Context: an optimization exercise on an open-source flow, tuned for small area, a short achievable clock period and few clock cycles per item. The choices shown serve that exercise and are no tape-out recipe. The RTL was checked by simulation tests, not by an equivalence proof against the original design. Power is estimated from default activity; no workload was simulated.

Setup of job 7513:
Design inone_rx, start of the top module:
module inone_rx (
    input  wire        clk,
    input  wire        rst,           
    input  wire        cmd_valid,
    output wire        cmd_ready,
    input  wire [1:0]  cmd_op,
    input  wire [7:0]  cmd_byte,
    input  wire [31:0] now,           
    output wire        rearm,         
    output wire [5:0]  cursor,
    output wire        raw_ready,
    output wire        pkt_ready,
    output wire [2:0]  outcome,
    output wire [3:0]  lastlen,
    output wire [71:0] last_frame     
);
    localparam OP_APPEND = 2'd0;
    localparam OP_POLL   = 2'd1;
    localparam OP_GET    = 2'd2;
    localparam OC_OK     = 3'd1;
    localparam OC_MAN1   = 3'd2;
    localparam OC_FRM1   = 3'd3;
    localparam OC_LCLASS = 3'd4;
    localparam OC_MAN2   = 3'd5;
    localparam OC_FRM2   = 3'd6;
    localparam OC_CRC    = 3'd7;
    localparam [31:0] RESYNC_MS = 32'd600;
    localparam [7:0]  CRC_POLY  = 8'h8C;
    reg [5:0]  cursor_q;
    reg [31:0] lastact_q;
    reg        raw_ready_q;
    reg        pkt_ready_q;
    reg [2:0]  outcome_q;
    reg [3:0]  lastlen_q;
    reg [71:0] frame_q;
    reg        rearm_q;
    reg        wait_q;        
    reg        tmo_q;         
    reg        ready_q;       
    reg [91:0] d;
    reg [15:0] e1;            
    reg [22:15] e2;           
    reg [4:0]  cnt;           
    reg [7:0]  crc;
    reg        done;
    reg        done2;         
    reg        ok_q;
    reg        run;           
    assign cmd_ready  = ready_q;
    assign rearm      = rearm_q;
    assign cursor     = cursor_q;
    assign raw_ready  = raw_ready_q;
    assign pkt_ready  = pkt_ready_q;
    assign outcome    = outcome_q;
    assign lastlen    = lastlen_q;
    assign last_frame = frame_q;
    wire accept    = cmd_valid && ready_q;
    wire do_append = accept && cmd_op == OP_APPEND;
    wire do_poll   = accept && cmd_op == OP_POLL;
    wire do_get    = accept && cmd_op == OP_GET;
    reg  [3:0] st_bit;        
    reg  [1:0] st_err;        
    reg        pend_q;        
    always @(posedge clk) begin
        st_bit    <= {cmd_byte[1], cmd_byte[3], cmd_byte[5], cmd_byte[7]};
        st_err[0] <= (cmd_byte[7] ~^ cmd_byte[6]) | (cmd_byte[5] ~^ cmd_byte[4]);
  ...
Size: about 130 I/O pins, roughly 11000 µm² of cells after synthesis.
==> flow/config.mk <==
export PLATFORM = sky130hd
export DESIGN_NAME = inone_rx
export DESIGN_NICKNAME = inone_rx
export VERILOG_FILES = /design/flow/design.v
export SDC_FILE = /design/flow/constraint.sdc
export NUM_CORES = 4
export LEC_CHECK = 0
export CAP_MARGIN = 20
export CORE_MARGIN = 2
export CORE_UTILIZATION = 55
export CTS_BUF_LIST = sky130_fd_sc_hd__clkbuf_8
export CTS_CLUSTER_DIAMETER = 60
export CTS_CLUSTER_SIZE = 14
export GPL_TIMING_DRIVEN = 1
export PLACE_DENSITY = 0.7
export SLEW_MARGIN = 20
==> flow/constraint.sdc <==
create_clock -name core_clock -period 10.0 [get_ports {clk}]
set_input_delay 2.0000 -clock core_clock [delete_from_list [all_inputs] [get_ports {clk}]]
set_output_delay 2.0000 -clock core_clock [all_outputs]
set_load 0.01 [all_outputs]
standard.sh (not shown) runs the stock make flow with config.mk's settings and CLKGATE_MAP_FILE= SYNTH_SCRIPT=/design/flow/synth_recipe.tcl, a recipe that flattens the netlist after the stock synthesis.
==> flow/flow/run.sh <==
#!/bin/bash
# The standard layout (standard.sh), with the port buffers made as
# sky130_fd_sc_hd__buf_1 instead of the cell buffer_ports picks by itself.
set -euo pipefail
export BUFFER_PORTS_ARGS="-buffer_cell sky130_fd_sc_hd__buf_1"
export SETUP_SLACK_MARGIN=6.8
bash standard.sh > standard.log 2>&1
Testbench counts of job 7513, summed over its fixed seeds: cycles 15,779, blocks 256.
Input changes introduced in job 2794 (baseline for comparison: job 7513):
- changing CORE_UTILIZATION from 55 to 40
- removing GPL_TIMING_DRIVEN (formerly 1)
- removing PLACE_DENSITY (formerly 0.7)
==> comparison <==
Delta (job 2794 minus job 7513): fraction of area in multi-input gates fell 0.76 points, relative contribution of combinational cells to total power decreased 0.7 points, clock power increased about 25%, worst IR drop on VDD increased about 5%.
Job 2794 vs job 7513, source of the critical timing path: outcome_q[2] vs cursor_q[2]
Changes in job 1060 relative to job 2794:
- PLACE_DENSITY newly set to 0.85
- CORE_UTILIZATION changed from 40 to 72
--- outcome ---
Delta (job 1060 minus job 2794): leftover overflow at the end of global routing comparable; number of gates given a new drive strength after cts shows a reduction of 7.
Re layout overhead on the synthesized area: job 2794 was higher than job 1060.
Cmp job 1060 vs job 2794: met2 routed wirelength lower in job 1060
## Diff of input files: job 424 against job 1060
- CORE_UTILIZATION: 72 -> 65
- PLACE_DENSITY: 0.85 -> 0.8
diff --git a/flow/flow/run.sh b/flow/flow/run.sh
--- a/flow/flow/run.sh
+++ b/flow/flow/run.sh
@@ -6 +6 @@
-export SETUP_SLACK_MARGIN=6.8
+export SETUP_SLACK_MARGIN=7.0
Notes after the runs:
Job 424 completed; timing, DRC and antenna clean
[diff] hold slack, job 424 relative to job 1060: regression
Job 1060 tops out at a lower clock frequency than job 424.
The routed length on met1 number comes out lower for job 1060 vs job 424.
There was hardly any difference in sum of negative setup slack between job 1060 and job 424.
The routed wire length in job 424 is 1.09 times that in job 1060.
Looking at job 1060 and job 424, the part of the power in registers is a wash.
Worst slew margin relative to its limit, job 1060 and job 424, lower one = job 1060.
Job 1060 has a lower fraction of final layout cells with drive strength greater than 1 than job 424.
Length of routed met2 wiring was lower in job 1060 than in job 424.
Utilization job 1060 -> job 424: down
> inputs changed (job 424 -> job 5788)
- CTS_CLUSTER_DIAMETER now 100, was 60
- CTS_CLUSTER_SIZE now 30, was 14
- CTS_BUF_LIST now sky130_fd_sc_hd__clkbuf_16, was sky130_fd_sc_hd__clkbuf_8
diff --git a/flow/flow/run.sh b/flow/flow/run.sh
--- a/flow/flow/run.sh
+++ b/flow/flow/run.sh
@@ -6 +6 @@
-export SETUP_SLACK_MARGIN=7.0
+export SETUP_SLACK_MARGIN=6.95
Findings:
- Compared to job 424, job 5788 has synthesis-to-finish area growth 9.3 points lower.
- [compare] base=job 424 new=job 5788: proportion of layout cells with a drive suffix above 1 saw a decrease; total power consumption of the routed design fell 0.019 mW; design area -about 8%.
- Status: combinational group power parity (job 5788, job 424)
- Delta (job 5788 minus job 424): number of cells on the worst reg-to-reg path went down 1; clock network fraction of total power went down 0.6 points; total track usage went down 2.5 points.
[inputs] job 1520 vs job 5788
- a change of CTS_BUF_LIST from sky130_fd_sc_hd__clkbuf_16 to sky130_fd_sc_hd__clkbuf_8
- a change of CTS_CLUSTER_DIAMETER from 100 to 60
- a change of CTS_CLUSTER_SIZE from 30 to 14
Results
Job 1520 against job 5788: power consumption climbed 1.8%, met3 track demand over resource in global routing climbed 0.45 points, setup slack climbed 9.3 ps.
The total of cells resized after clock tree synthesis number comes out higher for job 1520 vs job 5788.
Taking job 5788 as the reference, in job 1520 overall routed net length stayed essentially flat, final critical delay including setup and external delays shrank by 9.3 ps.
Higher clock buffer count was reported by job 1520, not job 5788.
Diff job 5788 -> job 1520: design area went up, worst slack on hold paths did not really move.
Timing startpoint of the critical path: outcome_q[1] -> job 5788, frame_q[45] -> job 1520

* * *

inone_rx, a different RTL version from the one above (not shown whole).
For scale: roughly 930 cells after synthesis, ~270 flip-flops, roughly 130 I/O pins.
clock: 10.0 ns
lec_check: 0
cap_margin: 20
core_margin: 2
core_utilization: 40
cts_buf_list: sky130_fd_sc_hd__clkbuf_8
cts_cluster_diameter: 60
cts_cluster_size: 14
slew_margin: 20
==> flow/flow/run.sh <==
#!/bin/bash
# The standard layout (standard.sh), with the port buffers made as
# sky130_fd_sc_hd__buf_2 instead of the cell buffer_ports picks by itself.
set -euo pipefail
export BUFFER_PORTS_ARGS="-buffer_cell sky130_fd_sc_hd__buf_2"
export SETUP_SLACK_MARGIN=6.8
bash standard.sh > standard.log 2>&1
Testbench counts at the start, summed over its fixed seeds: cycles 15,779, blocks 256.
==> next run, changes <==
==> flow/flow/run.sh (replaced) <==
#!/bin/bash
# The standard layout (standard.sh), with the port buffers made as
# sky130_fd_sc_hd__buf_1 instead of the cell buffer_ports picks by itself.
set -euo pipefail
export BUFFER_PORTS_ARGS="-buffer_cell sky130_fd_sc_hd__buf_1"
export SETUP_SLACK_MARGIN=7.1
bash standard.sh > standard.log 2>&1
Final area climbs by 11%.
Sequential share of layout area goes down by 4.7 points.
Wire length went up by 15%.

* * *

RTL: one of the versions met above, not the one the previous note started from.
For scale: roughly 270 flip-flops, about 130 I/O pins, about 0.011 mm^2 of cells after synthesis.
## inone_rx
module inone_rx (
    input  wire        clk,
    input  wire        rst,           
    input  wire        cmd_valid,
    output wire        cmd_ready,
    input  wire [1:0]  cmd_op,
    input  wire [7:0]  cmd_byte,
    input  wire [31:0] now,           
    output wire        rearm,         
    output wire [5:0]  cursor,
    output wire        raw_ready,
    output wire        pkt_ready,
    output wire [2:0]  outcome,
    output wire [3:0]  lastlen,
    output wire [71:0] last_frame     
);
clock: 10.0 ns
lec_check: 0
cap_margin: 20
core_margin: 2
core_utilization: 65
cts_buf_list: sky130_fd_sc_hd__clkbuf_8
cts_cluster_diameter: 60
cts_cluster_size: 14
place_density: 0.8
slew_margin: 20
==> flow/flow/run.sh <==
#!/bin/bash
# The standard layout (standard.sh), with the port buffers made as
# sky130_fd_sc_hd__buf_1 instead of the cell buffer_ports picks by itself.
set -euo pipefail
export BUFFER_PORTS_ARGS="-buffer_cell sky130_fd_sc_hd__buf_1"
export SETUP_SLACK_MARGIN=6.8
bash standard.sh > standard.log 2>&1
Testbench counts at the start, summed over its fixed seeds: cycles 15,779, blocks 256.
==> next run, changes <==
--- a/flow/config.mk
+++ b/flow/config.mk
@@ -9,7 +9,7 @@
 export CORE_MARGIN = 2
 export CORE_UTILIZATION = 65
-export CTS_BUF_LIST = sky130_fd_sc_hd__clkbuf_8
-export CTS_CLUSTER_DIAMETER = 60
-export CTS_CLUSTER_SIZE = 14
+export CTS_BUF_LIST = sky130_fd_sc_hd__clkbuf_16
+export CTS_CLUSTER_DIAMETER = 100
+export CTS_CLUSTER_SIZE = 30
 export PLACE_DENSITY = 0.8
 export SLEW_MARGIN = 20
Outcome: Clock power fell by about 5%; core utilization fell by 0.48 points; design area fell by 0.66%.
==> next run, changes <==
--- a/flow/flow/run.sh
+++ b/flow/flow/run.sh
@@ -4,4 +4,4 @@
 set -euo pipefail
 export BUFFER_PORTS_ARGS="-buffer_cell sky130_fd_sc_hd__buf_1"
-export SETUP_SLACK_MARGIN=6.8
+export SETUP_SLACK_MARGIN=6.95
 bash standard.sh > standard.log 2>&1
==> flow/config.mk (replaced) <==
export PLATFORM = sky130hd
export DESIGN_NAME = inone_rx
export DESIGN_NICKNAME = inone_rx
export VERILOG_FILES = /design/flow/design.v
export SDC_FILE = /design/flow/constraint.sdc
export NUM_CORES = 4
export LEC_CHECK = 0
export CAP_MARGIN = 20
export CORE_MARGIN = 2
export CORE_UTILIZATION = 40
export CTS_BUF_LIST = sky130_fd_sc_hd__clkbuf_8
export CTS_CLUSTER_DIAMETER = 60
export CTS_CLUSTER_SIZE = 14
export SLEW_MARGIN = 20
Utilization fell by 23 points.
Wire length climbs by 9.6%.
Non-clock buffer count is higher by 21.
Design area grows by 11%.
==> next run, changes <==
--- a/flow/flow/run.sh
+++ b/flow/flow/run.sh
@@ -4,4 +4,4 @@
 set -euo pipefail
 export BUFFER_PORTS_ARGS="-buffer_cell sky130_fd_sc_hd__buf_1"
-export SETUP_SLACK_MARGIN=6.95
+export SETUP_SLACK_MARGIN=6.9
 bash standard.sh > standard.log 2>&1
--- a/flow/config.mk
+++ b/flow/config.mk
@@ -8,7 +8,8 @@
 export CAP_MARGIN = 20
 export CORE_MARGIN = 2
-export CORE_UTILIZATION = 40
+export CORE_UTILIZATION = 65
 export CTS_BUF_LIST = sky130_fd_sc_hd__clkbuf_8
 export CTS_CLUSTER_DIAMETER = 60
 export CTS_CLUSTER_SIZE = 14
+export PLACE_DENSITY = 0.8
 export SLEW_MARGIN = 20
Effect: Count of clock-buffer cells in the layout goes down by 3; final cell count falls by about 12%; clock power fell by about 13%.

==> separate check: timing with driven ports <==
Ports are ideal in the flow. The routed layouts listed here were re-timed in OpenROAD.
Step 1 (the two cells are an assumption about what drives the block):
set clk [get_ports {clk}]
set_driving_cell -lib_cell sky130_fd_sc_hd__clkbuf_16 $clk
set_driving_cell -lib_cell sky130_fd_sc_hd__buf_2 [delete_from_list [all_inputs] $clk]
Step 2 times the ports against the registers' clock, not the clock port: input delays grow and output delays shrink by t, the midpoint of the rising clock arrivals with the driver on.
Three values: ideal, step 1, step 2; two values: the first two.
run	t, ns	setup slack, ns	worst hold slack (ns)
job 7513	0.583	6.844 / 6.803 / 6.349	0.411 / 0.411 / 0.411
job 2794	0.611	6.851 / 6.809 / 6.371	0.429 / 0.429 / 0.429
job 1060	0.576	6.843 / 6.802 / 6.345	0.440 / 0.440 / 0.440
job 424	0.584	6.964 / 6.922 / 6.507	0.431 / 0.431 / 0.431
job 5788	0.524	6.968 / 6.922 / 6.541	0.433 / 0.433 / 0.433
job 1520	0.571	6.977 / 6.937 / 6.503	0.431 / 0.431 / 0.431
the first run of note 2	0.600	6.826 / 6.784 / 6.326	0.452 / 0.452 / 0.452
the second run of note 2	0.598	6.813 / 6.774 / 6.371	0.463 / 0.463 / 0.463
the first run of note 3	0.576	6.851 / 6.812 / 6.352	0.434 / 0.434 / 0.434
the second run of note 3	0.522	6.849 / 6.805 / 6.406	0.436 / 0.436 / 0.436
the third run of note 3	0.594	6.956 / 6.910 / 6.446	0.428 / 0.428 / 0.428
the fourth run of note 3	0.570	6.926 / 6.884 / 6.413	0.420 / 0.420 / 0.420
After both steps setup and hold are still met in every run listed. The setup slack of the fourth run of note 3, which loses most, moves by -0.042 ns with the drivers and by -0.513 ns with both steps.
